Source: an optimization exercise on an open RTL-to-GDS flow (aim: small area, a short achievable clock period and few clock cycles per item). Production flows keep margins and buffers that such runs may drop. The RTL was checked by simulation tests, not by an equivalence proof against the original design.

## flow/run.sh

```bash
#!/bin/bash
# synth_recipe.tcl (not shown) runs the flow's synth.tcl, then flattens the netlist and writes it again
# the make line also repeats each setting of config.mk as NAME=value (left out here)
make -C /OpenROAD-flow-scripts/flow DESIGN_CONFIG=/design/flow/config.mk WORK_HOME=/design/flow/orfs CLKGATE_MAP_FILE= SYNTH_SCRIPT=/design/flow/synth_recipe.tcl finish
```

## flow/config.mk

```make
export PLATFORM = sky130hd
export DESIGN_NAME = ammod
export DESIGN_NICKNAME = ammod
export VERILOG_FILES = /design/flow/design.v
export SDC_FILE = /design/flow/constraint.sdc
export NUM_CORES = 4
export LEC_CHECK = 0
export CAP_MARGIN = 20
export CORE_MARGIN = 2
export CORE_UTILIZATION = 40
export PLACE_DENSITY = 0.6
export SLEW_MARGIN = 20
```

## flow/constraint.sdc

```tcl
create_clock -name core_clock -period 24.0 [get_ports {clk}]
set_input_delay 4.8000 -clock core_clock [delete_from_list [all_inputs] [get_ports {clk}]]
set_output_delay 4.8000 -clock core_clock [all_outputs]
set_load 0.01 [all_outputs]
```

## flow/design.v

```verilog
module ammod_booth24 (
    input  wire [23:0] x,
    input  wire [23:0] y,
    output wire [47:0] p
);
    wire [25:0] xb = {2'b00, x};
    wire [47:0] row [0:14];
    wire [12:0] negs;
    genvar i;
    generate for (i = 0; i < 13; i = i + 1) begin : g
        wire b0 = (i == 0) ? 1'b0 : xb[2*i-1];
        wire b1 = xb[2*i];
        wire b2 = xb[2*i+1];
        wire one = b1 ^ b0;
        wire two = (b2 & ~b1 & ~b0) | (~b2 & b1 & b0);
        wire neg = b2 & ~(b1 & b0);
        wire [24:0] sel = ({25{one}} & {1'b0, y}) | ({25{two}} & {y, 1'b0});
        wire [24:0] e = sel ^ {25{neg}};
        assign row[i] = {22'd0, ~neg, e} << (2*i);
        assign negs[i] = neg;
    end endgenerate
    genvar j;
    wire [47:0] hots;
    generate for (j = 0; j < 13; j = j + 1) begin : hh
        assign hots[2*j]   = negs[j];
        assign hots[2*j+1] = 1'b0;
    end endgenerate
    assign hots[47:26] = 22'd0;
    assign row[13] = hots;
    assign row[14] = 48'h555556000000;
    wire [47:0] w0s = row[0] ^ row[1] ^ row[2];
    wire [47:0] w0c = ((row[0] & row[1]) | (row[0] & row[2]) | (row[1] & row[2])) << 1;
    wire [47:0] w1s = row[3] ^ row[4] ^ row[5];
    wire [47:0] w1c = ((row[3] & row[4]) | (row[3] & row[5]) | (row[4] & row[5])) << 1;
    wire [47:0] w2s = row[6] ^ row[7] ^ row[8];
    wire [47:0] w2c = ((row[6] & row[7]) | (row[6] & row[8]) | (row[7] & row[8])) << 1;
    wire [47:0] w3s = row[9] ^ row[10] ^ row[11];
    wire [47:0] w3c = ((row[9] & row[10]) | (row[9] & row[11]) | (row[10] & row[11])) << 1;
    wire [47:0] w4s = row[12] ^ row[13] ^ row[14];
    wire [47:0] w4c = ((row[12] & row[13]) | (row[12] & row[14]) | (row[13] & row[14])) << 1;
    wire [47:0] w5s = w0s ^ w0c ^ w1s;
    wire [47:0] w5c = ((w0s & w0c) | (w0s & w1s) | (w0c & w1s)) << 1;
    wire [47:0] w6s = w1c ^ w2s ^ w2c;
    wire [47:0] w6c = ((w1c & w2s) | (w1c & w2c) | (w2s & w2c)) << 1;
    wire [47:0] w7s = w3s ^ w3c ^ w4s;
    wire [47:0] w7c = ((w3s & w3c) | (w3s & w4s) | (w3c & w4s)) << 1;
    wire [47:0] w8s = w5s ^ w5c ^ w6s;
    wire [47:0] w8c = ((w5s & w5c) | (w5s & w6s) | (w5c & w6s)) << 1;
    wire [47:0] w9s = w6c ^ w7s ^ w7c;
    wire [47:0] w9c = ((w6c & w7s) | (w6c & w7c) | (w7s & w7c)) << 1;
    wire [47:0] w10s = w8s ^ w8c ^ w9s;
    wire [47:0] w10c = ((w8s & w8c) | (w8s & w9s) | (w8c & w9s)) << 1;
    wire [47:0] w11s = w10s ^ w10c ^ w9c;
    wire [47:0] w11c = ((w10s & w10c) | (w10s & w9c) | (w10c & w9c)) << 1;
    wire [47:0] w12s = w11s ^ w11c ^ w4c;
    wire [47:0] w12c = ((w11s & w11c) | (w11s & w4c) | (w11c & w4c)) << 1;
    assign p = w12s + w12c;
endmodule
module ammod_fmul2 (
    input  wire        clk,
    input  wire        sa,
    input  wire signed [9:0] ea,
    input  wire [23:0] ma,
    input  wire [31:0] b,
    output reg  [31:0] y
);
    localparam [31:0] QNAN = 32'h7FC00000;
    wire [7:0]  eb = b[30:23];
    wire [23:0] mb = {eb != 8'd0, b[22:0]};
    wire b_nan  = (eb == 8'hFF) && (b[22:0] != 0);
    wire b_inf  = (eb == 8'hFF) && (b[22:0] == 0);
    wire b_zero = (b[30:0] == 0);
    wire signed [11:0] ep = $signed({ea[9], ea[9], ea}) + $signed({4'd0, eb | {7'd0, eb == 8'd0}}) - 12'sd126;
    wire [47:0] p;
    ammod_booth24 u_b (.x(ma), .y(mb), .p(p));
    reg [4:0] tza, tzb;
    integer i;
    always @* begin
        tza = 5'd24;
        for (i = 23; i >= 0; i = i - 1) if (ma[i]) tza = i[4:0];
        tzb = 5'd24;
        for (i = 23; i >= 0; i = i - 1) if (mb[i]) tzb = i[4:0];
    end
    wire stk_lo1 = ({1'b0, tza} + {1'b0, tzb}) < 6'd22;
    reg [25:0] s_w;
    reg        s_stk;
    reg signed [11:0] s_ep;
    reg        s_sign, s_nan, s_inf, s_zero;
    always @(posedge clk) begin
        s_w    <= p[47:22];
        s_stk  <= stk_lo1;
        s_ep   <= ep;
        s_sign <= sa ^ b[31];
        s_nan  <= b_nan;
        s_inf  <= b_inf;
        s_zero <= b_zero;
    end
    wire        need_rs = (s_ep < 12'sd1);
    wire signed [11:0] rsw = 12'sd1 - s_ep;
    wire [4:0]  rs = !need_rs ? 5'd0 : (rsw > 12'sd26) ? 5'd26 : rsw[4:0];
    wire [25:0] w1 = s_w >> rs;
    wire        lost = |(s_w & ~({26{1'b1}} << rs));
    wire        stk1 = s_stk | lost;
    wire signed [11:0] e1 = need_rs ? 12'sd1 : s_ep;
    wire        ladj = !w1[25] && (e1 >= 12'sd2);
    wire [22:0] mant = ladj ? w1[23:1] : w1[24:2];
    wire        g    = ladj ? w1[0]    : w1[1];
    wire        st   = ladj ? stk1     : (w1[0] | stk1);
    wire        top  = ladj ? w1[24]   : w1[25];
    wire signed [11:0] e2 = ladj ? e1 - 12'sd1 : e1;
    wire [7:0]  ef   = top ? e2[7:0] : 8'd0;
    wire        rup  = g & (st | mant[0]);
    wire [30:0] mag  = {ef, mant} + {30'd0, rup};
    wire        ovf  = (e2 >= 12'sd255);
    always @* begin
        if (s_nan)
            y = QNAN;
        else if (s_inf || ovf)
            y = {s_sign, 8'hFF, 23'd0};
        else if (s_zero)
            y = {s_sign, 31'd0};
        else
            y = {s_sign, mag};
    end
endmodule
module ammod_fadd (
    input  wire [31:0] a,
    input  wire [31:0] b,
    input  wire        a_nan,
    input  wire        zs,
    output reg  [31:0] y
);
    localparam [31:0] QNAN = 32'h7FC00000;
    wire [7:0] ea = a[30:23], eb = b[30:23];
    wire an = (ea == 8'hFF) && (a[22:0] != 0);
    wire bn = (eb == 8'hFF) && (b[22:0] != 0);
    wire ai = (ea == 8'hFF) && (a[22:0] == 0);
    wire bi = (eb == 8'hFF) && (b[22:0] == 0);
    wire az = (a[30:0] == 0), bz = (b[30:0] == 0);
    wire [7:0]  ea1 = ea | {7'd0, ea == 8'd0};
    wire [7:0]  eb1 = eb | {7'd0, eb == 8'd0};
    wire [23:0] ma = {ea != 8'd0, a[22:0]};
    wire [23:0] mb = {eb != 8'd0, b[22:0]};
    wire        sub = a[31] ^ b[31];
    wire [8:0]  dab = {1'b0, ea1} - {1'b0, eb1};
    wire [8:0]  dba = {1'b0, eb1} - {1'b0, ea1};
    wire        bgt = dab[8];               
    wire [7:0]  el = bgt ? eb1 : ea1;
    wire [7:0]  d  = bgt ? dba[7:0] : dab[7:0];
    wire [23:0] ml = bgt ? mb : ma;
    wire [23:0] mr = bgt ? ma : mb;
    wire        sl = bgt ? b[31] : a[31];
    wire [26:0] mrx = {mr, 3'b000};
    wire [4:0]  dsh = (d > 8'd26) ? 5'd27 : d[4:0];
    wire [26:0] mra = (mrx >> dsh) | {26'd0, |(mrx & ~({27{1'b1}} << dsh))};
    wire [27:0] fs = sub ? {1'b0, ml, 3'b000} - {1'b0, mra} : {1'b0, ml, 3'b000} + {1'b0, mra};
    reg  [26:0] fm;
    reg  [8:0]  fe;
    always @* begin
        if (fs[27]) begin
            fm = {fs[27:2], fs[1] | fs[0]};
            fe = {1'b0, el} + 9'd1;
        end else if (!fs[26] && el > 8'd1) begin
            fm = {fs[25:0], 1'b0};
            fe = {1'b0, el} - 9'd1;
        end else begin
            fm = fs[26:0];
            fe = {1'b0, el};
        end
    end
    wire        frup = fm[2] & (fm[1] | fm[0] | fm[3]);
    wire [7:0]  fef = fm[26] ? fe[7:0] : 8'd0;
    wire [30:0] fmag = {fef, fm[25:3]} + {30'd0, frup};
    wire        fovf = fe[8] | (fe[7:0] == 8'hFF);
    wire        d0  = (ea1 == eb1);
    wire [25:0] nab = {1'b0, ma, 1'b0} - {1'b0, mb, 1'b0};
    wire [25:0] nba = {1'b0, mb, 1'b0} - {1'b0, ma, 1'b0};
    wire [24:0] n1a = {ma, 1'b0} - {1'b0, mb};
    wire [24:0] n1b = {mb, 1'b0} - {1'b0, ma};
    reg  [24:0] nd;
    reg         ns;
    always @* begin
        if (d0) begin
            if (nab[25]) begin nd = nba[24:0]; ns = b[31]; end
            else         begin nd = nab[24:0]; ns = a[31]; end
        end else if (bgt) begin
            nd = n1b; ns = b[31];
        end else begin
            nd = n1a; ns = a[31];
        end
    end
    wire [4:0]  lim = (el - 8'd1 > 8'd24) ? 5'd24 : el[4:0] - 5'd1;   
    wire [24:0] lmask = 25'h1000000 >> lim;
    wire [24:0] nz = nd | lmask;
    reg  [4:0]  nlz;
    integer k;
    always @* begin
        nlz = 5'd24;
        for (k = 0; k < 25; k = k + 1) if (nz[k]) nlz = 5'd24 - k[4:0];
    end
    wire [24:0] nn = nd << nlz;
    wire [8:0]  ne = {1'b0, el} - {4'd0, nlz};   
    wire [7:0]  nef = nn[24] ? ne[7:0] : 8'd0;
    wire [30:0] nmag = {nef, nn[23:1]};
    wire        near_ok = sub && (d0 || (d == 8'd1 && !nd[24]));
    wire        nzero = (nd == 25'd0);
    always @* begin
        if (an || bn || a_nan || (ai && bi && sub))
            y = QNAN;
        else if (ai)
            y = a;
        else if (bi)
            y = b;
        else if (az && bz)
            y = {a[31] & zs & b[31], 31'd0};
        else if (near_ok) begin
            if (nzero) y = 32'd0;
            else       y = {ns, nmag};
        end else if (fovf)
            y = {sl, 8'hFF, 23'd0};
        else
            y = {sl, fmag};
    end
endmodule
module ammod (
    input  wire        clk,
    input  wire        rst,
    input  wire        cmd_valid,
    input  wire [31:0] cmd,
    input  wire [31:0] midx,
    input  wire [31:0] x,
    input  wire [2:0]  err_clr,
    output reg         cmd_ready,
    output reg  [31:0] yre,
    output wire [31:0] yim,
    output reg  [31:0] nidx,
    output reg         created,
    output reg  [1:0]  lasterr,
    output reg  [2:0]  errflags
);
    localparam N = 19;
    localparam [31:0] ONE = 32'h3F800000;
    localparam [1:0] E_OK = 2'd0, E_PARAM = 2'd1, E_ILL = 2'd2, E_STATE = 2'd3;
    localparam [1:0] S_IDLE = 2'd0, S_EXEC = 2'd1, S_NORM = 2'd2, S_RUN = 2'd3;
    function [31:0] hmag;
        input [2:0] j;
        case (j)
            3'd0: hmag = 32'h3BB96DD0;
            3'd1: hmag = 32'h3C8BC81A;
            3'd2: hmag = 32'h3D6FF656;
            3'd3: hmag = 32'h3E275216;
            default: hmag = 32'h3F1E741A;
        endcase
    endfunction
    reg [1:0]  state;
    reg [3:0]  ph;           
    reg        c_nop, c_create, c_step, c_destroy;
    reg [1:0]  c_sb;
    reg        c_sc;
    reg [23:0] m_sig;        
    reg signed [9:0] m_exp;  
    reg [1:0]  sb;
    reg        sc;
    reg [31:0] line [0:N-1];
    reg [N-1:0] vld;
    reg  [31:0] opb;         
    reg  [31:0] preg;        
    reg  [31:0] acc;         
    assign yim = acc;
    wire        dsb = (sb == 2'd0);
    reg         mul_sa;
    reg signed [9:0] mul_ea;
    reg  [23:0] mul_ma;
    reg  [31:0] hc;
    always @* begin
        hc = hmag(3'd1);
        mul_sa = 1'b1;
        if (state == S_RUN) begin
            if (ph == 4'd4) begin
                hc = hmag(3'd0);
            end else if (ph >= 4'd5) begin
                case (ph)
                    4'd5:  hc = hmag(3'd2);
                    4'd6:  hc = hmag(3'd3);
                    4'd7:  hc = hmag(3'd4);
                    4'd8:  hc = hmag(3'd4);
                    4'd9:  hc = hmag(3'd3);
                    4'd10: hc = hmag(3'd2);
                    4'd11: hc = hmag(3'd1);
                    default: hc = hmag(3'd0);
                endcase
                mul_sa = (ph <= 4'd7);
            end
        end
        if (state == S_RUN) begin
            mul_ea = $signed({2'b00, hc[30:23]});
            mul_ma = {1'b1, hc[22:0]};
        end else begin
            mul_sa = 1'b0;
            mul_ea = m_exp;
            mul_ma = m_sig;
        end
    end
    wire [31:0] mo;
    ammod_fmul2 u_mul (.clk(clk), .sa(mul_sa), .ea(mul_ea), .ma(mul_ma), .b(opb), .y(mo));
    reg  [4:0]  zk;
    always @* zk = {ph, 1'b0} - 5'd11;
    wire [31:0] zl = line[zk];
    wire        zv = vld[zk];
    wire        fir_add = (state == S_RUN) && !dsb && (ph >= 4'd6);
    wire        z_nan = fir_add && zv && (zl[30:23] == 8'hFF);
    wire        z_s   = !fir_add || (ph != 4'd6 && zv && zl[31]);
    wire [31:0] ao;
    ammod_fadd u_add (.a(acc), .b(preg), .a_nan(z_nan), .zs(z_s), .y(ao));
    wire m_ok = !opb[31] && (opb[30:0] != 31'd0) && (opb[30:0] <= 31'h3F800000);
    wire [7:0] op = cmd[7:0];
    wire hi0 = (cmd[31:11] == 21'd0);
    wire mid0 = (cmd[10:8] == 3'd0);
    reg  [4:0]  tk;
    always @* tk = (state == S_EXEC) ? 5'd1 : {ph, 1'b0} - 5'd4;
    wire [31:0] tap = line[tk] & {32{vld[tk]}};
    wire last = (ph == 4'd14) || (dsb && (sc ? ph == 4'd2 : ph == 4'd3));
    wire push = (state == S_RUN) && !dsb && (sc ? ph == 4'd2 : ph == 4'd3);
    wire [31:0] pval = sc ? mo : ao;
    integer j;
    task finish;
        input [1:0] code;
        begin
            lasterr <= code;
            if (code != E_OK) errflags[code - 2'd1] <= 1'b1;
            state <= S_IDLE;
            cmd_ready <= 1'b1;
        end
    endtask
    always @(posedge clk) begin
        preg <= mo;
        if (push) begin
            for (j = N - 1; j > 0; j = j - 1) line[j] <= line[j-1];
            line[0] <= pval;
        end
    end
    always @(posedge clk) begin
        case (state)
            S_IDLE: opb <= cmd[0] ? midx : x;
            S_EXEC: opb <= tap;
            default: begin
                if (push && sc) opb <= mo;
                else if (push) opb <= ao;
                else opb <= tap;
            end
        endcase
    end
    always @(posedge clk) begin
        if (rst) begin
            state     <= S_IDLE;
            cmd_ready <= 1'b1;
            created   <= 1'b0;
            yre       <= 32'd0;
            acc       <= 32'd0;
            nidx      <= 32'd0;
            lasterr   <= E_OK;
            errflags  <= 3'd0;
        end else begin
            case (state)
                S_IDLE: begin
                    errflags <= errflags & ~err_clr;
                    c_nop     <= (op == 8'h00) && hi0 && mid0;
                    c_create  <= (op == 8'h01) && hi0;
                    c_step    <= (op == 8'h02) && hi0 && mid0;
                    c_destroy <= (op == 8'h03) && hi0 && mid0;
                    c_sb      <= cmd[9:8];
                    c_sc      <= cmd[10];
                    if (cmd_valid) begin
                        state     <= S_EXEC;
                        cmd_ready <= 1'b0;
                    end
                end
                S_EXEC: begin
                    if (!(c_nop || c_create || c_step || c_destroy)) begin
                        finish(E_ILL);
                    end else if (c_nop) begin
                        finish(E_OK);
                    end else if (c_create) begin
                        if (created) finish(E_STATE);
                        else if (!m_ok || c_sb == 2'd3) finish(E_PARAM);
                        else begin
                            created <= 1'b1;
                            sb      <= c_sb;
                            sc      <= c_sc;
                            m_sig   <= {opb[30:23] != 8'd0, opb[22:0]};
                            m_exp   <= (opb[30:23] == 8'd0) ? 10'sd1 : $signed({2'b00, opb[30:23]});
                            vld     <= {N{1'b0}};
                            yre     <= 32'd0;
                            acc     <= 32'd0;
                            nidx    <= 32'd0;
                            lasterr <= E_OK;
                            if (opb[30:23] == 8'd0) state <= S_NORM;
                            else begin
                                state     <= S_IDLE;
                                cmd_ready <= 1'b1;
                            end
                        end
                    end else if (!created) begin
                        finish(E_STATE);
                    end else if (c_step) begin
                        if (!(dsb && sc)) acc <= ONE;
                        ph    <= 4'd2;
                        state <= S_RUN;
                    end else begin
                        created <= 1'b0;
                        yre     <= 32'd0;
                        acc     <= 32'd0;
                        nidx    <= 32'd0;
                        finish(E_OK);
                    end
                end
                S_NORM: begin
                    m_sig <= m_sig << 1;
                    m_exp <= m_exp - 10'sd1;
                    if (m_sig[22]) begin
                        state     <= S_IDLE;
                        cmd_ready <= 1'b1;
                    end
                end
                default: begin  
                    ph <= (sc && ph == 4'd2) ? 4'd4 : ph + 4'd1;
                    if (push) begin
                        vld <= {vld[N-2:0], 1'b1};
                        yre <= line[8] & {32{vld[8]}};
                    end
                    if (!dsb && (sc ? ph == 4'd4 : ph == 4'd3)) acc <= mo;
                    if (fir_add) acc <= (ph == 4'd14 && sb == 2'd2) ? {~ao[31], ao[30:0]} : ao;
                    if (last) begin
                        if (dsb) begin
                            yre <= sc ? mo : ao;
                            acc <= 32'd0;
                        end
                        nidx <= nidx + 32'd1;
                        finish(E_OK);
                    end
                end
            endcase
        end
    end
endmodule
```

==> run notes <==
metrics by stage:
step | hold WS (ns) | instances
final | 0.386 | 10047
after global routing | 0.381 | 10043
after CTS | 0.382 | 10040
after detailed placement | 0.405 | 9863
after global placement | 0.400 | 9863
after floorplan | 0.400 | 7595
worst register-to-register path: cells and delay by family (launching register included):
| family | cells | cell delay (ns) |
|---|---|---|
| AO/OA/AOI/OAI | 22 | 6.25 |
| multiplexers | 1 | 0.35 |
| AND/OR/NAND/NOR | 13 | 4.64 |
| flip-flops | 1 | 0.47 |
| XOR/XNOR | 1 | 0.39 |
| buffers and inverters | 5 | 1.04 |
| adder cells (fa/ha/maj) | 3 | 0.86 |
routing by layer:
| layer | up-vias | track usage | wire, um |
|---|---|---|---|
| li1 | 27904 | - | - |
| met1 | 31249 | 0.403 | 114000 |
| met2 | 3270 | 0.488 | 129000 |
| met3 | 675 | 0.0424 | 23300 |
| met4 | 2 | 0.152 | 16000 |
| met5 | - | 0 | 7 |
final cells by class:
type | instances | area share
Antenna cell | 5 | 0.000159
Multi-Input combinational cell | 5682 | 0.539
Clock inverter | 59 | 0.00909
Sequential cell | 887 | 0.311
Inverter | 556 | 0.0266
Tap cell | 2340 | 0.0371
Timing Repair Buffer | 400 | 0.0447
Clock buffer | 118 | 0.0321
final timing paths:
| kind | end | cells after the start |
|---|---|---|
| worst max register to register | line[0][27] | 45 |
| worst min-delay path | line[12][22] | 0 |
| worst max-delay path | line[0][27] | 45 |
| worst min register to register | line[12][22] | 0 |
sequential cells by signal (all words and copies together) (netlist names), 3 cells and up:
name,cells
line,608
acc,32
nidx,32
opb,32
preg,32
yre,32
u_mul.s_w,26
m_sig,24
vld,19
u_mul.s_ep,12
m_exp,10
ph,4
errflags,3
layout by cell type (no fill, tap or decap), types with 33 or more instances in the layout:
cell type / Yosys / layout
a22o_1: 34 / 34
buf_4: 0 / 193
inv_1: 540 / 540
a31oi_1: 70 / 67
fa_1: 274 / 274
o21bai_1: 35 / 35
a21o_1: 103 / 103
nor2b_1: 45 / 44
xor2_1: 143 / 142
o21a_1: 47 / 47
a221oi_1: 50 / 50
nand3_1: 214 / 214
o211ai_1: 76 / 76
a222oi_1: 54 / 54
dfxtp_1: 212 / 212
a21oi_1: 470 / 469
nor3_1: 199 / 190
mux2_2: 94 / 94
or2_2: 33 / 33
clkdlybuf4s50_1: 0 / 202
a22oi_1: 338 / 338
nand2b_1: 67 / 67
a211oi_1: 94 / 87
xnor2_1: 344 / 343
or3_1: 59 / 59
o21ai_0: 403 / 401
mux2i_1: 185 / 184
ha_1: 364 / 363
clkbuf_16: 0 / 96
and2_1: 89 / 90
nand4_1: 60 / 60
nand2_1: 591 / 590
nor2_1: 519 / 509
o22ai_1: 48 / 45
edfxtp_1: 675 / 675
nor4_1: 58 / 53
o31ai_1: 41 / 38
and3_1: 65 / 65
logic make-up (layout without fill, tap and decap cells):
logic type               after synthesis  count (layout)  synth area share
multiplexers                         289             289            0.0443
XOR/XNOR                             489             489            0.0609
AND/OR/NAND/NOR                     2088            2088             0.141
buffers and inverters               1026            1133            0.0549
other                                  0               5                 0
adder cells (fa/ha/maj)              638             638             0.142
flip-flops                           887             887             0.347
AO/OA/AOI/OAI                       2178            2178             0.209
==> flow_summary.toml <==
[run_status]
outcome = "no timing/DRC/antenna violations"

[final_layout]
fill_cells = 17023
regArea_um2 = 24500
fin_util = 0.449
layout-drive-gt1-share = 0.0758
multi_input_area_um2 = 42500
stdcell_area_um2 = 78900
nNetsFinal = 8361
area_growth_pct = 11.7

[synthesis]
ys_seq_elements = 887
syn_area_um2 = 70600
syn_nets = 8335
syn_inst = 7595
ys_top_cells_by_area = "edfxtp_1 (29%), fa_1 (7.8%), ha_1 (6.5%), dfxtp_1 (6.0%), xnor2_1 (4.3%)"
ys_seq_area_frac = 0.347
ys_top_cells_by_count = "edfxtp_1 (675), nand2_1 (591), inv_1 (540)"
avgSynthCellArea_um2 = 9.30
yosys_warnings = 5
yosys.area.top_type = "edfxtp_1"
synth_top_cell_area_share = 0.287
yosysMostFrequentCell = "edfxtp_1"
synth_cell_types = 106
async_reset_ff_frac = 0
synth-edff-count = 675
synthFlopType = "edfxtp_1"

[global_routing]
grt_pass1_vias = 61185
grt_overflow = 0
grt_max_degree = 202
antenna_found_initial = 19
grt_usage = 0.304
grt_pass1_wl_um = 414000

[sta]
fmax_mhz = 70.3
skew_ns = 0.0437
finalHoldViolCount = 0
fin_tns_setup_ns = 0
worst_pin_slew_ns = 1.25
drv_slew = 0
fin_crit_sh = 0.593
rsz0062_at_grt = "no"
finalWorstSetupSlack_ns = 9.77
slew_headroom = 0.161
finalSetupViolCount = 0
period_needed_ns = 14.23

[die]
die_w_um = 424
num_io_pins = 205
placementRows = 154
die-area_um2 = 180000
fp.dieH_um = 424
initial_utilization = 0.402
coreArea_um2 = 176000

[clock_network]
ctsResizeCount = 0
cts_buffer_depth = 3
cts.sinks = 887
holdBufCountCts = 0
cts_htree_levels = 3
path_clk_slew_ns = 0.07
root_buffer = "clkbuf_16"
cts_buffers = 94
cts_tree = "yes"
insertion_delay_ns = 0.74
cts_setup_buffers = 0

[placed_design]
place.port_buffers = 204
placed_area_um2 = 75600
dp_slack_ns = 10.23
place_congestion = 1.00
dp_hpwl_um = 210000

[worst_setup_path]
endpoint_kind = "flip-flop"
regToRegStartpoint = "acc[26]"
cp_slowest_cell = "nor3_2"
critPathLaunch = "acc[26]"
slowest_delay_ns = 0.75
crit_buf_inv = 5
start_kind = "flip-flop"
required_ns = 24.46
critPathMaxFanout = 28
worstPathArrival_ns = 14.69
crit_top_cell = "a21oi_1"
critPathKind = "flip-flop to flip-flop"
reg2reg_slack_ns = 9.77
critPathTopFamily = "compound AO/OA/AOI/OAI gates"

[routing]
finalWirelength_um = 283000
detail-route-antenna-nets = 0
drcViolationCount = 0
avgRoutedWirePerCell_um = 28.2
first_iter_violations = 8241
num_vias = 63100
via_per_inst = 6.28
first_pass_iters = 9

[worst_hold_path]
hold_class = "flip-flop to flip-flop"
min-delay-start = "line[11][22]"

[run]
cap_violations = 0
Testbench counts, summed over its fixed seeds: cycles 33,486, steps 3,072.

-- afterwards: timing with drivers on the ports --
No port has a modelled driver above. Below, the same layout with a new extraction and two added sets of constraints. Step 1 (the two cells are an assumption about what drives the block):
set clk [get_ports {clk}]
set_driving_cell -lib_cell sky130_fd_sc_hd__clkbuf_16 $clk
set_driving_cell -lib_cell sky130_fd_sc_hd__buf_2 [delete_from_list [all_inputs] $clk]
Step 2 times the ports against the registers' clock, not the clock port: input delays grow and output delays shrink by t, the midpoint of the rising clock arrivals with the driver on. Three values: ideal, step 1, step 2; two values: the first two.
t, ns: 0.793
slack for setup (ns): 9.768 / 9.768 / 9.768
hold slack, ns: 0.386 / 0.386 / 0.386
clock arrival spread, ns: 0.044 / 0.044
worst register clock-pin slew, ns: 0.07 / 0.07
After both steps setup and hold are still met in this run. The setup slack of this run moves by 0.000 ns with the drivers and by 0.000 ns with both steps.
